This is an optimization exercise on Yosys and OpenROAD, whose aim is small area, a short achievable clock period and few clock cycles, not a production implementation.
In this exercise RTL edits were held to simulation tests only and were not proved equivalent to the original.
Power and IR drop assume default switching activity.

==> flow/design.v <==
module xbee_rx #(
    parameter RX_CAP = 128            
) (
    input  wire       clk,
    input  wire       rst,            
    input  wire       api_mode,       
    input  wire       in_valid,
    output wire       in_ready,
    input  wire [7:0] in_data,
    output wire       out_valid,
    input  wire       out_ready,
    output wire [7:0] out_data,
    output wire       out_last,
    output wire       out_fault,      
    output wire       out_chk_err     
);
    localparam [1:0] P_WAIT = 2'd0, P_HI = 2'd1, P_LO = 2'd2, P_BODY = 2'd3;
    localparam [2:0] R_IDLE = 3'd0, R_HDR = 3'd1, R_H1 = 3'd2, R_H2 = 3'd3,
                     R_BODY = 3'd4;
    reg        rdy;
    reg        bv;                    
    reg  [7:0] b;
    reg        e7, d7;                
    reg        bes;                   
    reg        p7d;                   
    reg        mode;                  
    reg        rr;                    
    wire take = in_valid & rdy;
    always @(posedge clk) begin
        b    <= in_data;
        e7   <= (in_data == 8'h7E);
        d7   <= (in_data == 8'h7D);
        mode <= api_mode;
        rr   <= rst;
        if (rst) begin
            bv  <= 1'b0;
            p7d <= 1'b0;
        end else begin
            bv <= take;
            if (take) begin
                bes <= p7d;
                p7d <= mode & (in_data == 8'h7D);
            end
        end
    end
    reg  [1:0] ph;
    reg        hz;                    
    reg        dl;                    
    reg  [6:0] rc;                    
    reg  [7:0] sum;
    reg  [6:0] len;
    reg  [7:0] wp;                    
    reg  [7:0] fb;                    
    reg        pend;                  
    reg        ce;                    
    reg  [7:0] wlo;                   
    reg  [15:0] whi;                  
    reg  [7:0] wd;
    reg        cmu;                   
    reg  [7:0] mem [0:RX_CAP-1];
    reg  [7:0] cm;                    
    reg  [7:0] ra;                    
    wire [7:0] v     = b ^ {2'b00, bes, 5'b00000};
    wire       start = bv & e7 & ((ph == P_WAIT) | (mode & ~bes));
    wire       escm  = bv & mode & d7;
    wire       data  = bv & ~start & ~escm;
    wire       rz    = (rc == 7'd0);
    wire       lo_ok = hz & (v != 8'd0) & (v <= 8'd124);
    wire       s_hi   = data & (ph == P_HI);
    wire       s_lo   = data & (ph == P_LO);
    wire       s_body = data & (ph == P_BODY);
    wire       s_done = s_body & rz & dl;
    wire       s_flt  = s_body & rz & ~dl;
    wire       s_dat  = s_body & ~rz;
    always @(posedge clk) begin
        if (rr) begin
            ph   <= P_WAIT;
            wp   <= 8'd0;
            fb   <= 8'd0;
            pend <= 1'b0;
            wlo  <= 8'd0;
            cmu  <= 1'b0;
            cm   <= 8'd0;
        end else begin
            if (start)
                ph <= P_HI;
            else if (s_hi)
                ph <= P_LO;
            else if (s_lo)
                ph <= P_BODY;
            else if (s_done | s_flt)
                ph <= P_WAIT;
            if (s_hi)
                hz <= (v == 8'd0);
            if (s_lo) begin
                dl  <= lo_ok;
                len <= v[6:0];
                rc  <= lo_ok ? v[6:0] : 7'd125;
            end else if (s_dat) begin
                rc <= rc - 7'd1;
            end
            if (start)
                sum <= 8'd0;
            else if (s_dat)
                sum <= sum + v;
            if (s_done)
                ce <= ((v ^ sum) != 8'hFF);
            pend <= s_done;
            if (pend)
                fb <= wp;
            else if (s_flt)
                fb <= wp + 8'd1;
            if (pend)
                wp <= wp;
            else if (start)
                wp <= fb;
            else if ((s_lo & lo_ok) | (s_dat & dl) | s_done | s_flt)
                wp <= wp + 8'd1;
            wlo <= (pend | (s_dat & dl) | s_done | s_flt) ?
                   (8'd1 << (pend ? fb[2:0] : wp[2:0])) : 8'd0;
            cmu <= pend | s_flt;
            if (pend) begin
                whi <= 16'd1 << fb[6:3];
                wd <= {ce, len};
            end else begin
                whi <= 16'd1 << wp[6:3];
                wd <= s_flt ? 8'd0 : v;
            end
            if (cmu)
                cm <= fb;
        end
    end
    always @(posedge clk) begin
        if (rst | rr)
            rdy <= 1'b1;
        else
            rdy <= ((wp - ra) <= 8'd125);
    end
    integer wr, wc;
    always @(posedge clk) begin
        for (wr = 0; wr < 16; wr = wr + 1)
            for (wc = 0; wc < 8; wc = wc + 1)
                if (whi[wr] & wlo[wc])
                    mem[wr*8 + wc] <= wd;
    end
    reg  [2:0] rs;
    reg  [6:0] oc;                    
    reg        rchk;
    reg  [7:0] rq;
    reg  [7:0] gal;                   
    reg  [3:0] gah;                   
    reg  [7:0] g [0:3];
    reg        avq;                   
    reg        ov, olast, ofault, ochk;
    reg  [7:0] od;
    wire [31:0] gsel1 = {{8{gah[3]}} & gal, {8{gah[2]}} & gal,
                         {8{gah[1]}} & gal, {8{gah[0]}} & gal};
    wire [7:0]  gal1  = {gal[6:0], gal[7]};
    wire [3:0]  gah1  = gal[7] ? {gah[2:0], gah[3]} : gah;
    reg  [7:0]  s1 [0:3];
    integer qi, wi;
    always @(*) begin
        for (qi = 0; qi < 4; qi = qi + 1) begin
            s1[qi] = 8'd0;
            for (wi = 0; wi < 32; wi = wi + 1)
                s1[qi] = s1[qi] | (mem[qi*32 + wi] & {8{gsel1[wi]}});
        end
    end
    wire [7:0] gq    = g[ra[6:5]];
    wire       avail = (ra != cm);
    wire       oload = ~ov | out_ready;
    wire       ocz   = (oc == 7'd0);
    wire       hflt  = (rq == 8'd0);      
    wire       adv   = ((rs == R_IDLE) & avq) |
                       (((rs == R_H2) | ((rs == R_BODY) & ~ocz)) & oload);
    wire       gload = (rs == R_IDLE) | (rs == R_HDR) | adv;
    always @(posedge clk) begin
        if (gload) begin
            g[0] <= s1[0];
            g[1] <= s1[1];
            g[2] <= s1[2];
            g[3] <= s1[3];
        end
        if (adv)
            rq <= gq;
    end
    always @(posedge clk) begin
        if (rst | rr) begin
            ov <= 1'b0;
        end else if (rs != R_IDLE) begin
            if (oload)
                ov <= 1'b1;
        end else if (oload) begin
            ov <= 1'b0;
        end
        if (rr) begin
            rs  <= R_IDLE;
            ra  <= 8'd0;
            gal <= 8'd1;
            gah <= 4'd1;
            avq <= 1'b0;
        end else begin
            avq <= (rs == R_IDLE) & avail & ~avq;
            if (adv) begin
                ra <= ra + 8'd1;
                gal <= gal1;
                gah <= gah1;
            end
            if (rs == R_IDLE) begin
                if (avq)
                    rs <= R_HDR;
            end else if (oload) begin
                ofault <= 1'b0;
                olast  <= 1'b0;
                case (rs)
                    R_HDR: begin
                        od   <= 8'h7E;
                        oc   <= rq[6:0];
                        rchk <= rq[7];
                        ochk <= rq[7];
                        if (hflt) begin
                            ofault <= 1'b1;
                            olast  <= 1'b1;
                            rs     <= R_IDLE;
                        end else begin
                            gal <= gal1;
                            gah <= gah1;
                            rs <= R_H1;
                        end
                    end
                    R_H1: begin
                        od <= 8'h00;
                        rs <= R_H2;
                    end
                    R_H2: begin
                        od <= {1'b0, oc};
                        rs <= R_BODY;
                    end
                    default: begin
                        od <= rq;
                        oc <= oc - 7'd1;
                        if (ocz) begin
                            olast <= 1'b1;
                            gal   <= 8'd1 << ra[2:0];
                            gah   <= 4'd1 << ra[4:3];
                            rs    <= R_IDLE;
                        end
                    end
                endcase
            end
        end
    end
    assign in_ready    = rdy;
    assign out_valid   = ov;
    assign out_data    = od;
    assign out_last    = olast;
    assign out_fault   = ofault;
    assign out_chk_err = ochk;
endmodule
export LEC_CHECK = 0
export CAP_MARGIN = 20
export CORE_MARGIN = 2
export CORE_UTILIZATION = 40
export SETUP_SLACK_MARGIN = 3.3
export SLEW_MARGIN = 20
create_clock -name core_clock -period 6.0 [get_ports {clk}]
run.sh (not shown) runs the stock make flow with config.mk's settings and CLKGATE_MAP_FILE= SYNTH_SCRIPT=/design/flow/synth_recipe.tcl, a recipe that flattens the netlist after the stock synthesis.
Testbench counts at the start, summed over its fixed seeds: cycles 28,916.
Edit:
SETUP_SLACK_MARGIN = 3.6   (was 3.3)
Final cell count rose by 1.9%.
Via count climbs by 3.0%.
Utilization increases by 1.1 points.
Register-to-register slack gains 310 ps.
Design area grows by 2.4%.
Wire length increases by 5.8%.
Die area does not change.
Sequential share of layout area went down by 1.6 points.
Maximum frequency went up by 13%.
Count of clock-buffer cells in the layout is unchanged.
Hold slack is worse by 4.2 ps.

---

## alpha
Another version of the RTL of xbee_rx (not shown whole).
For scale: ~2900 cells after synthesis, roughly 1200 flip-flops, about 46000 um2 of cells after synthesis.
export LEC_CHECK = 0
export CAP_MARGIN = 20
export CORE_MARGIN = 2
export CORE_UTILIZATION = 60
export SETUP_SLACK_MARGIN = 3.7
export SLEW_MARGIN = 20
create_clock -name core_clock -period 6.0 [get_ports {clk}]
Testbench counts of alpha, summed over its fixed seeds: cycles 28,916.
Input changes introduced in beta (baseline for comparison: alpha):
- putting GPL_TIMING_DRIVEN at 1 where nothing was set
- swapping 3.7 for 4.0 in SETUP_SLACK_MARGIN
### Flow results
- alpha → beta: layout sequential cell count has remained practically unchanged; power share of the clock group has decreased.
- On design area: between alpha and beta, it ends up higher for beta.
- Looking at worst setup path endpoint, the out_data[1] result is from alpha; the g[1][2] one comes from beta.

---

== job 3735 ==
Starting RTL as in the previous note.
make LEC_CHECK=0 CAP_MARGIN=20 CORE_MARGIN=2 CORE_UTILIZATION=60 GPL_TIMING_DRIVEN=1 SETUP_SLACK_MARGIN=3.8 SLEW_MARGIN=20 finish   # period 6.0 ns
Testbench counts of job 3735, summed over its fixed seeds: cycles 28,916.
#### Input delta (job 3005 over job 3735)
Settings: SETUP_SLACK_MARGIN now 3.6, was 3.8.
[summary]
- The higher core utilization came out of job 3735.
- Compare job 3005 and job 3735 | count of filler cells inserted in the layout lower: job 3735
- Sort job 3005 and job 3735 by area growth from synthesis to layout asc -> top: job 3005
- There was hardly any difference in detail-routed net length per standard cell between job 3005 and job 3735.
- [compare] base=job 3735 new=job 3005: post-layout worst setup margin down 11 ps; clock-buffer cell count up 0.61%; final wirelength down about 1.3%; slew of the pin with the lowest slew margin up 92 ps; total power draw up about 0.5%.
## Diff of input files: job 2834 against job 3005
Settings: GPL_TIMING_DRIVEN removed (was 1); SETUP_SLACK_MARGIN changed from 3.6 to 3.8.
Results
[job 2834] number of buffers created by CTS rose 1 relative to job 3005
Job 2834 against job 3005: internal portion of total power fell by about 0.9%; maximum single-stage delay on the critical path fell by 790 ps; first-pass GRT wire length rose by 1.2%; clock network fraction of total power fell by 1.1 points; worst hold-check slack rose by 7.5 ps.
STATUS setup slack: job 2834 wins against job 3005
Comparing job 3005 and job 2834, the higher routed length on met3 is on job 2834.

[re-timing with driven ports]
Ports are ideal in the flow. The routed layouts listed here were re-timed in OpenROAD. Step 1, drivers: a clkbuf_16 drives clk and a buf_2 each remaining input, both assumed. Step 2, shift: input delay + t, output delay - t, t = (earliest + latest rising clock arrival at the registers) / 2. This alone moves slack from input paths to output paths. a / b / c = ideal / step 1 / step 2; a / b = the first two.
run	t, ns	slack for setup (ns)	hold WS [ns]
the first run of note 1	0.774	3.232 / 3.232 / 2.690	0.451 / 0.451 / 0.451
the second run of note 1	0.772	3.544 / 3.518 / 2.873	0.447 / 0.447 / 0.447
alpha	0.752	3.605 / 3.532 / 3.149	0.445 / 0.445 / 0.445
beta	0.766	3.411 / 3.411 / 3.075	0.441 / 0.441 / 0.441
job 3735	0.754	3.594 / 3.526 / 3.055	0.445 / 0.445 / 0.445
job 3005	0.750	3.584 / 3.538 / 3.012	0.437 / 0.437 / 0.437
job 2834	0.754	3.594 / 3.526 / 3.055	0.445 / 0.445 / 0.445
After both steps every run listed still meets setup and hold. For the second run of note 1, which loses most, drivers alone change the setup slack by -0.026 ns; drivers and shift together by -0.671 ns.
